Source: an optimization exercise on an open RTL-to-GDS flow (aim: small area). Production flows keep margins and buffers that such runs may drop. Function was checked by simulation only, so behaviour that the tests miss may differ from the original. No activity file was given, so power comes from the tool's default toggle rates.

==> flow/config.mk <==
export PLATFORM = sky130hd
export DESIGN_NAME = eeprom93c86_ctrl
export DESIGN_NICKNAME = eeprom93c86_ctrl
export VERILOG_FILES = /design/flow/design.v
export SDC_FILE = /design/flow/constraint.sdc
export NUM_CORES = 4
export LEC_CHECK = 0
export CAP_MARGIN = 20
export CORE_MARGIN = 2
export CORE_UTILIZATION = 72
export SLEW_MARGIN = 20
==> flow/constraint.sdc <==
create_clock -name core_clock -period 20.0 [get_ports {clk}]
set_input_delay 4.0000 -clock core_clock [delete_from_list [all_inputs] [get_ports {clk}]]
set_output_delay 4.0000 -clock core_clock [all_outputs]
set_load 0.01 [all_outputs]
==> flow/design.v <==
module eeprom93c86_ctrl (
    input  wire        clk,
    input  wire        rst,           
    input  wire        host_we,
    input  wire [2:0]  host_addr,
    input  wire [31:0] host_wdata,
    output reg  [31:0] host_rdata,
    output wire        ee_cs,
    output reg         ee_clk,
    output reg         ee_di,
    output reg         ee_cs_oe,
    output reg         ee_clk_oe,
    output reg         ee_di_oe,
    input  wire        ee_do,
    output wire [31:0] pinmap
);
    reg [15:0] addr_n;
    reg [15:0] data_n;
    reg [7:0]  result_n;
    wire [15:0] addr_reg = ~addr_n;
    wire [15:0] data_reg = ~data_n;
    wire [7:0]  result_reg = ~result_n;
    reg [31:0] pinmap_reg;
    reg        st_busy, st_to, st_init, st_ovr, st_noinit, st_illop;
    reg [6:0]  c;       
    reg [4:0]  b;       
    reg [20:0] S;       
    reg        lg;      
    reg        pl;      
    assign pinmap = pinmap_reg;
    wire [2:0] op = host_wdata[2:0];
    wire rd = lg && !pl;                                
    wire accept = host_we && host_addr == 3'd0 && !st_busy && op != 3'd7;
    wire c0   = (c == 7'b0000000);
    wire c1   = (c == 7'b0000001);
    wire c50  = (c == 7'b1010110);
    wire c51  = (c == 7'b0101100);
    wire c52  = (c == 7'b1011000);
    wire c102 = (c == 7'b1011010);
    wire cfg      = b == 5'd1;
    wire startbit = b == 5'd2;
    wire send     = !(b[4] && (b[3] || rd));             
    wire recv     = rd && b[4] && !b[3];                 
    wire b24      = b[4] && b[3] && !b[1] && !b[0];
    wire poll     = b[4] && b[3] && b[0];                
    wire b26      = b[4] && b[3] && b[1];                
    wire tmo      = (S[20:8] == 13'b0110110000010);      
    wire lfsr_fb  = ~(S[20] ^ S[11] ^ S[10] ^ S[8]);
    wire di_step  = st_busy && c0 && send;
    wire sh_send  = di_step && !startbit;
    wire sh_recv  = st_busy && c51 && recv;
    wire sh_poll  = st_busy && c50 && poll;
    assign ee_cs = st_busy && !cfg;
    wire deselect = st_busy && ((c0 && b24 && !pl) || (c0 && poll && tmo) || b26);
    wire r_addr = host_addr == 3'd1, r_data = host_addr == 3'd2, r_res = host_addr == 3'd3,
         r_stat = host_addr == 3'd4, r_pin  = host_addr == 3'd5;
    always @(*)
        host_rdata = ({32{r_pin}} & pinmap_reg)
                   | {16'd0, {16{r_addr}} & addr_reg}
                   | {16'd0, {16{r_data}} & data_reg}
                   | {24'd0, {8{r_res}} & result_reg}
                   | {26'd0, {6{r_stat}} & {st_illop, st_noinit, st_ovr, st_init, st_to, st_busy}};
    wire        shortc = !op[0] && op != 3'd6;           
    wire [20:0] S_load = {
        !op[2] && !op[0],                                
        op == 3'd2 || op == 3'd4,                        
        shortc ? addr_reg[10] : (op == 3'd1 || op == 3'd3),
        shortc ? addr_reg[9]  : (op == 3'd1 || op == 3'd5),
        addr_reg[8:0],
        (op == 3'd4 || op == 3'd5) ? data_reg[7:0] : 8'd0
    };
    wire sh_hi = !accept && (sh_send || sh_recv || sh_poll);
    wire sh_lo = !accept && (sh_send || sh_recv);
    wire ho_hi = !accept && !(sh_send || sh_recv || sh_poll);
    wire ho_lo = !accept && !(sh_send || sh_recv);
    wire [20:0] S_prev = {S[19:8], sh_poll ? lfsr_fb : S[7], S[6:0], rd && ee_do};
    wire [20:0] S_sh   = {{13{sh_hi}}, {8{sh_lo}}};
    wire [20:0] S_ho   = {{13{ho_hi}}, {8{ho_lo}}};
    always @(posedge clk) begin
        S <= ({21{accept}} & S_load) | (S_sh & S_prev) | (S_ho & S);
        if (accept) begin
            c  <= 7'b1100101;                              
            b  <= 5'd1;
            lg <= op == 3'd0 || op == 3'd4 || op == 3'd5;
            pl <= op[2] ^ op[1];                             
        end else begin
            if (c102 || (poll && c50) || (c0 && b24))
                c <= 7'd0;
            else
                c <= {c[5:0], ~(c[6] ^ c[5])};
            if (c102 || (c0 && (b24 || (poll && ee_do))))
                b <= (b + 5'd1) | {1'b0, startbit && !lg, 3'b000};    
        end
    end
    always @(posedge clk) begin
        if (rst) begin
            addr_n     <= 16'hffff;
            data_n     <= 16'hffff;
            result_n   <= 8'hff;
            pinmap_reg <= 32'd0;
            st_busy    <= 1'b0;
            st_to      <= 1'b0;
            st_init    <= 1'b0;
            st_ovr     <= 1'b0;
            st_noinit  <= 1'b0;
            st_illop   <= 1'b0;
            ee_clk     <= 1'b0;
            ee_di      <= 1'b0;
            ee_cs_oe   <= 1'b0;
            ee_clk_oe  <= 1'b0;
            ee_di_oe   <= 1'b0;
        end else begin
            ee_cs_oe  <= ee_cs_oe | st_busy;
            ee_clk_oe <= ee_cs_oe;
            ee_di_oe  <= ee_clk_oe;
            if (di_step)
                ee_di <= startbit | S[20];
            if (st_busy && ((c1 && send) || (c0 && recv)))
                ee_clk <= 1'b1;
            else if (c52)
                ee_clk <= 1'b0;
            if (deselect) begin
                result_n   <= ~S[7:0];
                st_to      <= poll;
                st_busy    <= 1'b0;
            end
            if (host_we) begin
                case (host_addr)
                    3'd0: begin
                        if (st_busy) begin
                            st_ovr <= 1'b1;
                        end else if (op == 3'd7) begin
                            st_illop <= 1'b1;
                        end else begin
                            if (!st_init) st_noinit <= 1'b1;
                            st_to   <= 1'b0;
                            st_busy <= 1'b1;
                        end
                    end
                    3'd1: addr_n <= ~host_wdata[15:0];
                    3'd2: data_n <= ~host_wdata[15:0];
                    3'd4: begin
                        if (host_wdata[3]) st_ovr    <= 1'b0;
                        if (host_wdata[4]) st_noinit <= 1'b0;
                        if (host_wdata[5]) st_illop  <= 1'b0;
                    end
                    3'd5: begin
                        if (st_busy) begin
                            st_ovr <= 1'b1;
                        end else begin
                            pinmap_reg <= host_wdata;
                            st_init    <= 1'b1;
                        end
                    end
                    default: ;
                endcase
            end
        end
    end
endmodule
==> flow/flow/run.sh <==
#!/bin/bash
# The standard layout, with two changes:
#  - ABC maps for area only (no buffering / upsizing for the 0.01 pF output load,
#    which the port buffers isolate anyway);
#  - a smaller clock tree (clkbuf_4 leaves, no dummy loads);
#  - the port buffers are buf_1 instead of the default clkdlybuf4s50_1.
set -e
rm -rf scripts_local
cp -r "$FLOW_HOME/scripts" scripts_local
cp flow/abc_area.script scripts_local/abc_area.script
export SCRIPTS_DIR="$PWD/scripts_local"
export ABC_AREA=1
export CTS_ARGS="-sink_clustering_enable -sink_clustering_size 60 -sink_clustering_max_diameter 150 -buf_list sky130_fd_sc_hd__clkbuf_4 -root_buf sky130_fd_sc_hd__clkbuf_8 -dont_use_dummy_load -repair_clock_nets"
export BUFFER_PORTS_ARGS="-buffer_cell sky130_fd_sc_hd__buf_1"
bash standard.sh > standard.log 2>&1
==> flow/flow/abc_area.script <==
strash
&get -n
&deepsyn -T 60
&put
dch -f
amap
strash
dch -f
amap
topo
dnsize -c
==> flow/standard.sh <==
#!/bin/bash
# synth_recipe.tcl (not shown) runs the flow's synth.tcl, then flattens the netlist and writes it again
# the make line also repeats each setting of config.mk as NAME=value (left out here)
make -C /OpenROAD-flow-scripts/flow DESIGN_CONFIG=/design/flow/config.mk WORK_HOME=/design/flow/orfs CLKGATE_MAP_FILE= SYNTH_SCRIPT=/design/flow/synth_recipe.tcl "${@:-finish}"
==> run_summary.xml, run 1 <==
<?xml version="1.0" encoding="UTF-8"?>
<metrics>
  <group name="min_path">
    <metric name="hp-class" unit="">reg2reg</metric>
  </group>
  <group name="final_layout">
    <metric name="multiInputGateArea" unit="sq um">1790</metric>
    <metric name="number_of_flip_flops_in_the_largest_register" unit="">32</metric>
    <metric name="finish.cell_count_without_fillers" unit="">757</metric>
    <metric name="antenna_cells_inserted" unit="">0</metric>
    <metric name="layout-drive-gt1-share" unit="%">3.53</metric>
    <metric name="ff_latch_area" unit="sq um">2380</metric>
    <metric name="final_net_count" unit="">724</metric>
    <metric name="n_fill_cell" unit="">425</metric>
    <metric name="finalCoreUtilization" unit="%">84.0</metric>
    <metric name="layout-area-overhead-vs-synth" unit="%">14.9</metric>
  </group>
  <group name="clocking">
    <metric name="cts_htree_levels" unit="">4</metric>
    <metric name="clk_pin_slew_worst_paths" unit="ns">0.07</metric>
    <metric name="tritoncts" unit="">built</metric>
    <metric name="cts_sinks" unit="">118</metric>
    <metric name="cts_inserted_buffers" unit="">17</metric>
    <metric name="cts_hold_buffers" unit="">0</metric>
    <metric name="cts_buffer_depth" unit="">2</metric>
    <metric name="cts-root-buf" unit="">sky130_fd_sc_hd__clkbuf_8</metric>
    <metric name="postCtsSetupBuffers" unit="">0</metric>
    <metric name="postCtsResizedCells" unit="">0</metric>
    <metric name="worstSkewPairLatency" unit="ns">0.41</metric>
  </group>
  <group name="sta">
    <metric name="clock_skew" unit="ns">0.0435</metric>
    <metric name="max_slew_headroom" unit="%">25.3</metric>
    <metric name="hold-worst-slack" unit="ns">0.446</metric>
    <metric name="timing.final.crit_period" unit="ns">10.76</metric>
    <metric name="final_max_slew_viol_count" unit="">0</metric>
    <metric name="layout_worst_path_cycle_share" unit="%">53.8</metric>
    <metric name="clock.fmax" unit="MHz">93.0</metric>
    <metric name="finalSetupViolCount" unit="">0</metric>
    <metric name="final.setup.tns" unit="ns">0</metric>
    <metric name="worstMarginPinSlew" unit="ns">1.12</metric>
    <metric name="grt_setup_unrepaired" unit="">false</metric>
    <metric name="timing.final.hold_violations" unit="">0</metric>
  </group>
  <group name="die">
    <metric name="fp.dieH" unit="um">83.6</metric>
    <metric name="floorplan.die.width" unit="um">83.6</metric>
    <metric name="floorplan.core_area" unit="sq um">6240</metric>
    <metric name="design.portCount" unit="">109</metric>
    <metric name="fp.dieArea" unit="sq um">6990</metric>
    <metric name="floorplan.initialDensity" unit="%">73.1</metric>
    <metric name="row_count" unit="">29</metric>
  </group>
  <group name="route">
    <metric name="drc" unit="">0</metric>
    <metric name="wl_per_cell" unit="um">16.0</metric>
    <metric name="initialDrtViolationCount" unit="">496</metric>
    <metric name="first_pass_iters" unit="">9</metric>
    <metric name="detail_routed_via_count_per_cell" unit="">6.04</metric>
    <metric name="routed_wirelength" unit="um">12100</metric>
    <metric name="num_vias" unit="">4571</metric>
    <metric name="detail-route-antenna-nets" unit="">0</metric>
  </group>
  <group name="logic_synthesis">
    <metric name="netlist_instances" unit="">550</metric>
    <metric name="synthDistinctLibCells" unit="">33</metric>
    <metric name="syn_area_per_cell" unit="sq um">8.29</metric>
    <metric name="synth.ff_latch_count" unit="">118</metric>
    <metric name="yosys_warnings" unit="">1</metric>
    <metric name="synth_area" unit="sq um">4560</metric>
    <metric name="synthesis.nets" unit="">592</metric>
    <metric name="synth-seq-area-share" unit="%">52.2</metric>
  </group>
  <group name="global_route">
    <metric name="grt-ovfl-total" unit="">0</metric>
    <metric name="grt_pass1_vias" unit="">4349</metric>
    <metric name="grt_use_met3" unit="%">12.2</metric>
    <metric name="maximum_number_of_pins_on_one_net_before_global_route_repair" unit="">34</metric>
    <metric name="globalRouteMet2Util" unit="%">57.1</metric>
    <metric name="grtUsageTotal" unit="%">36.1</metric>
    <metric name="met1_usage" unit="%">44.3</metric>
    <metric name="wire_length_of_the_first_global_routing_pass" unit="um">19900</metric>
    <metric name="most_used_layer_global_route" unit="">met2</metric>
    <metric name="antenna_found_initial" unit="">0</metric>
  </group>
  <group name="setup_path">
    <metric name="worstSetupEndpointType" unit="">output pin</metric>
    <metric name="worst_path_max_delay_cell" unit="">sky130_fd_sc_hd__clkinv_1</metric>
    <metric name="worst-endpoint-required" unit="ns">16.00</metric>
    <metric name="worstPathMaxFanout" unit="">28</metric>
    <metric name="worstPathBufferInverterCount" unit="">4</metric>
    <metric name="worst_setup_path_start_kind" unit="">primary input</metric>
    <metric name="delay_contributed_by_the_slowest_stage_of_the_critical_path" unit="ns">0.97</metric>
    <metric name="worst_path_cell_trace" unit="">buf_1 &gt; clkinv_1 &gt; nor3_1 &gt; clkinv_1 &gt; o22ai_1 &gt; a21oi_1 &gt; o221ai_1 &gt; buf_1</metric>
    <metric name="worstSetupPathType" unit="">in2out</metric>
    <metric name="cpLargestDelayFamily" unit="">buffers and inverters</metric>
    <metric name="crit_arrival" unit="ns">6.76</metric>
  </group>
  <group name="placement">
    <metric name="detailedPlacementHpwl" unit="um">8490</metric>
    <metric name="io_buffers" unit="">108</metric>
    <metric name="gpl.final_weighted_congestion" unit="">0.932</metric>
    <metric name="dpl_cells" unit="">740</metric>
  </group>
  <group name="power_and_ir_drop">
    <metric name="leakage" unit="uW">0.00176</metric>
    <metric name="power_density" unit="nW/um^2">81.9</metric>
    <metric name="ir_worst_vdd" unit="mV">0.0739</metric>
    <metric name="finalPower" unit="uW">429</metric>
  </group>
  <group name="job">
    <metric name="timing.max_cap.violations" unit="">0</metric>
  </group>
  <group name="outcome">
    <metric name="run_status" unit="">complete, no violations</metric>
  </group>
</metrics>
[cell families (layout without fill, tap and decap cells)]
| group | Yosys count | after routing | synth area share (%) |
|---|---|---|---|
| DFF | 118 | 118 | 52.2 |
| and+or+nand+nor | 146 | 146 | 13.7 |
| buffers and inverters | 105 | 235 | 8.64 |
| AOI/OAI and AO/OA | 178 | 178 | 24.6 |
| adders and majority gates | 3 | 3 | 0.823 |
[path summary, 6_finish.rpt]
path | from | end | slack, ns | depth (start not counted)
min reg2reg | ee_cs_oe | ee_clk_oe | 0.45 | 2
min | ee_cs_oe | ee_clk_oe | 0.45 | 2
max reg2reg | st_busy | S[19] | 16.84 | 11
max | host_addr[2] | host_rdata[2] | 9.24 | 8
[layer usage]
layer	wire length (um)	vias to the layer above
li1	-	2178
met1	4680	2071
met2	5720	283
met3	1390	39
met4	319	0
met5	0	-
[tightest hold or removal path, stage by stage, from the launching register on]
cell and delay, ns:
sky130_fd_sc_hd__dfxtp_1 0.31, sky130_fd_sc_hd__clkinv_1 0.06, sky130_fd_sc_hd__nor2_1 0.04
[synth_stat cells]
cell | number | share of area [%]
sky130_fd_sc_hd__o211ai_1 | 1 | 0.16
sky130_fd_sc_hd__clkinv_1 | 105 | 8.6
sky130_fd_sc_hd__o221a_1 | 1 | 0.25
sky130_fd_sc_hd__o21bai_1 | 7 | 1.2
sky130_fd_sc_hd__o21ai_0 | 26 | 2.9
sky130_fd_sc_hd__or2_0 | 7 | 0.96
sky130_fd_sc_hd__o221ai_1 | 10 | 1.9
sky130_fd_sc_hd__nor2_1 | 87 | 7.2
sky130_fd_sc_hd__o22a_1 | 8 | 1.5
sky130_fd_sc_hd__and3_1 | 1 | 0.14
sky130_fd_sc_hd__a221o_1 | 4 | 0.88
sky130_fd_sc_hd__o22ai_1 | 47 | 6.4
sky130_fd_sc_hd__a222oi_1 | 1 | 0.22
sky130_fd_sc_hd__edfxtp_1 | 2 | 1.3
sky130_fd_sc_hd__nand4b_1 | 1 | 0.19
sky130_fd_sc_hd__a41oi_1 | 1 | 0.19
sky130_fd_sc_hd__o41ai_1 | 1 | 0.19
sky130_fd_sc_hd__a211oi_1 | 2 | 0.33
sky130_fd_sc_hd__o32ai_1 | 1 | 0.19
sky130_fd_sc_hd__dfxtp_1 | 116 | 51
sky130_fd_sc_hd__a221oi_1 | 4 | 0.77
sky130_fd_sc_hd__nor2b_1 | 2 | 0.27
sky130_fd_sc_hd__nand3_1 | 9 | 0.99
sky130_fd_sc_hd__nor3_1 | 15 | 1.6
sky130_fd_sc_hd__a21oi_1 | 55 | 6.0
sky130_fd_sc_hd__or4_1 | 1 | 0.16
sky130_fd_sc_hd__a22oi_1 | 8 | 1.3
sky130_fd_sc_hd__nand2_1 | 17 | 1.4
sky130_fd_sc_hd__or3_1 | 1 | 0.14
sky130_fd_sc_hd__a31oi_1 | 1 | 0.14
sky130_fd_sc_hd__nand4_1 | 2 | 0.27
sky130_fd_sc_hd__ha_1 | 3 | 0.82
sky130_fd_sc_hd__nor4_1 | 3 | 0.41
[through the flow]
| stage | setup slack (ns) | instance area (sq um) |
|---|---|---|
| finish | 9.24 | 5240 |
| global route | 8.96 | 5240 |
| CTS | 9.30 | 5240 |
| detailed placement | 9.28 | 5110 |
| global placement | 9.45 | 5110 |
| floorplan | 10.38 | 4560 |
[where the power goes]
group | switching, uW | internal (uW) | total [uW]
Combinational | 34.5 | 17.7 | 52.2
Sequential | 14.0 | 252 | 266
Clock | 69.2 | 41.6 | 111
[cell usage in the layout, fill, tap and decap left out, drive strengths merged, types with 10 or more instances in the layout]
cell type	count
dfxtp	116
buf	113
clkinv	105
nor2	87
a21oi	55
o22ai	47
o21ai	26
nand2	17
clkbuf	17
nor3	15
o221ai	10
[area by class of cell]
cell class / count / share of cell area (%)
repair buffers: 113 / 8.45
flip-flops and latches: 118 / 45.5
clock buffers: 17 / 2.55
well taps: 77 / 1.84
inverters: 105 / 7.52
multi-input cells: 327 / 34.2
==> inputs of run 2 (changes only) <==
==> flow/flow/abc_area.script (replaced) <==
strash
&get -n
&deepsyn -T 180
&put
dch -f
amap
strash
dch -f
amap
topo
dnsize -c
==> run 2 against run 1 <==
Still clean. Clock skew is the same. First-iteration DRC count is the same. Maximum frequency unchanged. Die area stayed put. Largest cell class unchanged. Highest routed layer unchanged.
==> run_summary.xml, run 2 <==
<?xml version="1.0" encoding="UTF-8"?>
<metrics>
  <group name="logic_synthesis">
    <metric name="synthDistinctLibCells" unit="">33</metric>
    <metric name="yosys_most_used_dff" unit="">sky130_fd_sc_hd__dfxtp_1</metric>
    <metric name="synth.ff_latch_count" unit="">118</metric>
    <metric name="post_synth_xor_area_fraction" unit="%">0</metric>
    <metric name="synth_simple_gate_area_share" unit="%">13.7</metric>
    <metric name="synth-compound-area-share" unit="%">24.6</metric>
    <metric name="synthesis.nets" unit="">592</metric>
    <metric name="yosys_warnings" unit="">1</metric>
    <metric name="yosys-mux-area-fraction" unit="%">0</metric>
    <metric name="synth_top_cell_area_share" unit="%">50.9</metric>
    <metric name="synth-async-reset-ratio" unit="%">0</metric>
    <metric name="synth_area_leader_cell" unit="">sky130_fd_sc_hd__dfxtp_1</metric>
    <metric name="synthAdderAreaFrac" unit="%">0.823</metric>
    <metric name="syn_area_per_cell" unit="sq um">8.29</metric>
    <metric name="synth_area" unit="sq um">4560</metric>
    <metric name="netlist_instances" unit="">550</metric>
    <metric name="synth_area_leaders" unit="">sky130_fd_sc_hd__dfxtp_1 51%, sky130_fd_sc_hd__clkinv_1 8.6%, sky130_fd_sc_hd__nor2_1 7.2%</metric>
    <metric name="count_of_flip_flops_with_a_built_in_enable_after_synthesis" unit="">2</metric>
    <metric name="synth-seq-area-share" unit="%">52.2</metric>
    <metric name="synth_top_family_by_area" unit="">compound AO/OA/AOI/OAI gates</metric>
    <metric name="synthMostInstantiatedCell" unit="">sky130_fd_sc_hd__dfxtp_1</metric>
    <metric name="yosys-top-cells-count" unit="">116 x sky130_fd_sc_hd__dfxtp_1, 105 x sky130_fd_sc_hd__clkinv_1, 87 x sky130_fd_sc_hd__nor2_1</metric>
  </group>
  <group name="final_layout">
    <metric name="layout-drive-gt1-share" unit="%">3.53</metric>
    <metric name="number_of_flip_flops_in_the_largest_register" unit="">32</metric>
    <metric name="commonest_non_fill_non_tap_cell_in_the_layout" unit="">sky130_fd_sc_hd__dfxtp_1</metric>
    <metric name="final_net_count" unit="">724</metric>
    <metric name="antenna_cells_inserted" unit="">0</metric>
    <metric name="most-common-layout-cells" unit="">116 x sky130_fd_sc_hd__dfxtp_1, 108 x sky130_fd_sc_hd__buf_1, 105 x sky130_fd_sc_hd__clkinv_1</metric>
    <metric name="layout-area-overhead-vs-synth" unit="%">14.9</metric>
  </group>
  <group name="sta">
    <metric name="clock.fmax" unit="MHz">93.0</metric>
    <metric name="timing.final.crit_period" unit="ns">10.76</metric>
    <metric name="final_max_slew_viol_count" unit="">0</metric>
    <metric name="clock_skew" unit="ns">0.0435</metric>
    <metric name="final.setup.tns" unit="ns">0</metric>
    <metric name="layout_worst_path_cycle_share" unit="%">53.8</metric>
    <metric name="grt_setup_unrepaired" unit="">false</metric>
    <metric name="hold-worst-slack" unit="ns">0.446</metric>
    <metric name="timing.final.hold_violations" unit="">0</metric>
    <metric name="finalSetupViolCount" unit="">0</metric>
    <metric name="max_slew_headroom" unit="%">25.3</metric>
    <metric name="worstMarginPinSlew" unit="ns">1.12</metric>
  </group>
  <group name="global_route">
    <metric name="maximum_number_of_pins_on_one_net_before_global_route_repair" unit="">34</metric>
    <metric name="antenna_found_initial" unit="">0</metric>
    <metric name="wire_length_of_the_first_global_routing_pass" unit="um">19900</metric>
    <metric name="grt_pass1_vias" unit="">4349</metric>
    <metric name="grtUsageTotal" unit="%">36.1</metric>
    <metric name="grt-ovfl-total" unit="">0</metric>
  </group>
  <group name="power_and_ir_drop">
    <metric name="leakage" unit="uW">0.00176</metric>
    <metric name="ir_worst_vdd" unit="mV">0.0739</metric>
    <metric name="power_density" unit="nW/um^2">81.9</metric>
  </group>
  <group name="die">
    <metric name="floorplan.core_area" unit="sq um">6240</metric>
    <metric name="fp.dieH" unit="um">83.6</metric>
    <metric name="row_count" unit="">29</metric>
    <metric name="design.portCount" unit="">109</metric>
    <metric name="fp.dieArea" unit="sq um">6990</metric>
    <metric name="floorplan.die.width" unit="um">83.6</metric>
    <metric name="floorplan.initialDensity" unit="%">73.1</metric>
  </group>
  <group name="setup_path">
    <metric name="delay_contributed_by_the_slowest_stage_of_the_critical_path" unit="ns">0.97</metric>
    <metric name="crit_arrival" unit="ns">6.76</metric>
    <metric name="worstSetupPathType" unit="">in2out</metric>
    <metric name="worst_setup_path_start_kind" unit="">primary input</metric>
    <metric name="worst-endpoint-required" unit="ns">16.00</metric>
    <metric name="worstSetupEndpointType" unit="">output pin</metric>
    <metric name="worst_path_max_delay_cell" unit="">sky130_fd_sc_hd__clkinv_1</metric>
    <metric name="worst_path_cell_trace" unit="">buf_1 &gt; clkinv_1 &gt; nor3_1 &gt; clkinv_1 &gt; o22ai_1 &gt; a21oi_1 &gt; o221ai_1 &gt; buf_1</metric>
    <metric name="worstPathBufferInverterCount" unit="">4</metric>
    <metric name="cpLargestDelayFamily" unit="">buffers and inverters</metric>
    <metric name="worstPathMaxFanout" unit="">28</metric>
  </group>
  <group name="route">
    <metric name="first_pass_iters" unit="">9</metric>
    <metric name="detail-route-antenna-nets" unit="">0</metric>
    <metric name="num_vias" unit="">4571</metric>
    <metric name="routed_wirelength" unit="um">12100</metric>
    <metric name="detail_routed_via_count_per_cell" unit="">6.04</metric>
    <metric name="wl_per_cell" unit="um">16.0</metric>
    <metric name="initialDrtViolationCount" unit="">496</metric>
    <metric name="drc" unit="">0</metric>
  </group>
  <group name="clocking">
    <metric name="clk_pin_slew_worst_paths" unit="ns">0.07</metric>
    <metric name="cts_hold_buffers" unit="">0</metric>
    <metric name="cts-root-buf" unit="">sky130_fd_sc_hd__clkbuf_8</metric>
    <metric name="cts_buffer_depth" unit="">2</metric>
    <metric name="tritoncts" unit="">built</metric>
    <metric name="cts_inserted_buffers" unit="">17</metric>
    <metric name="postCtsResizedCells" unit="">0</metric>
    <metric name="cts_sinks" unit="">118</metric>
    <metric name="worstSkewPairLatency" unit="ns">0.41</metric>
    <metric name="postCtsSetupBuffers" unit="">0</metric>
    <metric name="cts_htree_levels" unit="">4</metric>
  </group>
  <group name="outcome">
    <metric name="run_status" unit="">complete, no violations</metric>
  </group>
  <group name="job">
    <metric name="timing.max_cap.violations" unit="">0</metric>
  </group>
  <group name="min_path">
    <metric name="hp-class" unit="">reg2reg</metric>
  </group>
  <group name="placement">
    <metric name="gpl.final_weighted_congestion" unit="">0.932</metric>
    <metric name="io_buffers" unit="">108</metric>
    <metric name="detailedPlacementHpwl" unit="um">8490</metric>
  </group>
</metrics>
==> run 2: kinds of logic after synthesis <==
kind of cell    after synthesis
simple gates                146
flops                       118
compound gates              178
fa+ha+maj                     3
buf+inv                     105
==> run 2: worst paths after layout <==
kind	start	end	slack, ns	depth (start not counted)
hold / removal	ee_cs_oe	ee_clk_oe	0.45	2
hold reg to reg	ee_cs_oe	ee_clk_oe	0.45	2
setup / recovery	host_addr[2]	host_rdata[2]	9.24	8
setup reg to reg	st_busy	S[19]	16.84	11
==> run 2: metrics by stage <==
stage | util, % | worst slack (ns) | cell area, sq um | cells | total power [uW]
after floorplan | - | 10.38 | 4560 | 550 | 302
after global placement | 81.8 | 9.45 | 5110 | 740 | 319
after detailed placement | 81.8 | 9.28 | 5110 | 740 | 322
after CTS | 84.0 | 9.30 | 5240 | 757 | 429
after global routing | 84.0 | 8.96 | 5240 | 757 | 450
final | 84.0 | 9.24 | 5240 | 757 | 429
==> run 2: per-layer routing <==
layer | track usage, % | vias to the layer above | wire, um
li1 | - | 2178 | -
met1 | 44.3 | 2071 | 4680
met3 | 12.2 | 39 | 1390
met4 | 17.4 | 0 | 319
met5 | 0 | - | 0
met2 | 57.1 | 283 | 5720
==> run 2: power breakdown <==
part / total, uW / internal [uW] / leakage (uW) / switching (uW)
sequential: 266 / 252 / 0.000962 / 14.0
clock: 111 / 41.6 / 0.0000808 / 69.2
combinational: 52.2 / 17.7 / 0.000716 / 34.5
==> run 2: worst min-delay path, delay by kind of cell (launching register included) <==
family	cells	cell delay (ns)
simple gates	1	0.04
buf+inv	1	0.06
flops	1	0.31
==> run 2: area by class of cell <==
class	count	area, sq um
Sequential cell	118	2380
Timing Repair Buffer	113	443
Clock buffer	17	134
Fill cell	425	1000
Multi-Input combinational cell	327	1790
Tap cell	77	96.3
Inverter	105	394

[afterwards: timing with drivers on the ports]
No port has a modelled driver above. Below, the same layouts with a new extraction and two added sets of constraints. Step 1 (the two cells are an assumption about what drives the block):
set clk [get_ports {clk}]
set_driving_cell -lib_cell sky130_fd_sc_hd__clkbuf_16 $clk
set_driving_cell -lib_cell sky130_fd_sc_hd__buf_2 [delete_from_list [all_inputs] $clk]
Step 2 also shifts input and output timing later by t, the mid clock arrival at the registers, as if the neighbouring blocks saw the same clock. Three values: ideal, step 1, step 2; two values: the first two.
| run | t, ns | setup WS [ns] | worst setup path at the end | clock arrival spread, ns |
|---|---|---|---|---|
| run 1 | 0.423 | 9.244 / 9.220 / 9.220 | input to output | 0.053 / 0.053 |
| run 2 | 0.423 | 9.244 / 9.220 / 9.220 | input to output | 0.053 / 0.053 |
After both steps setup and hold are still met in every run listed.
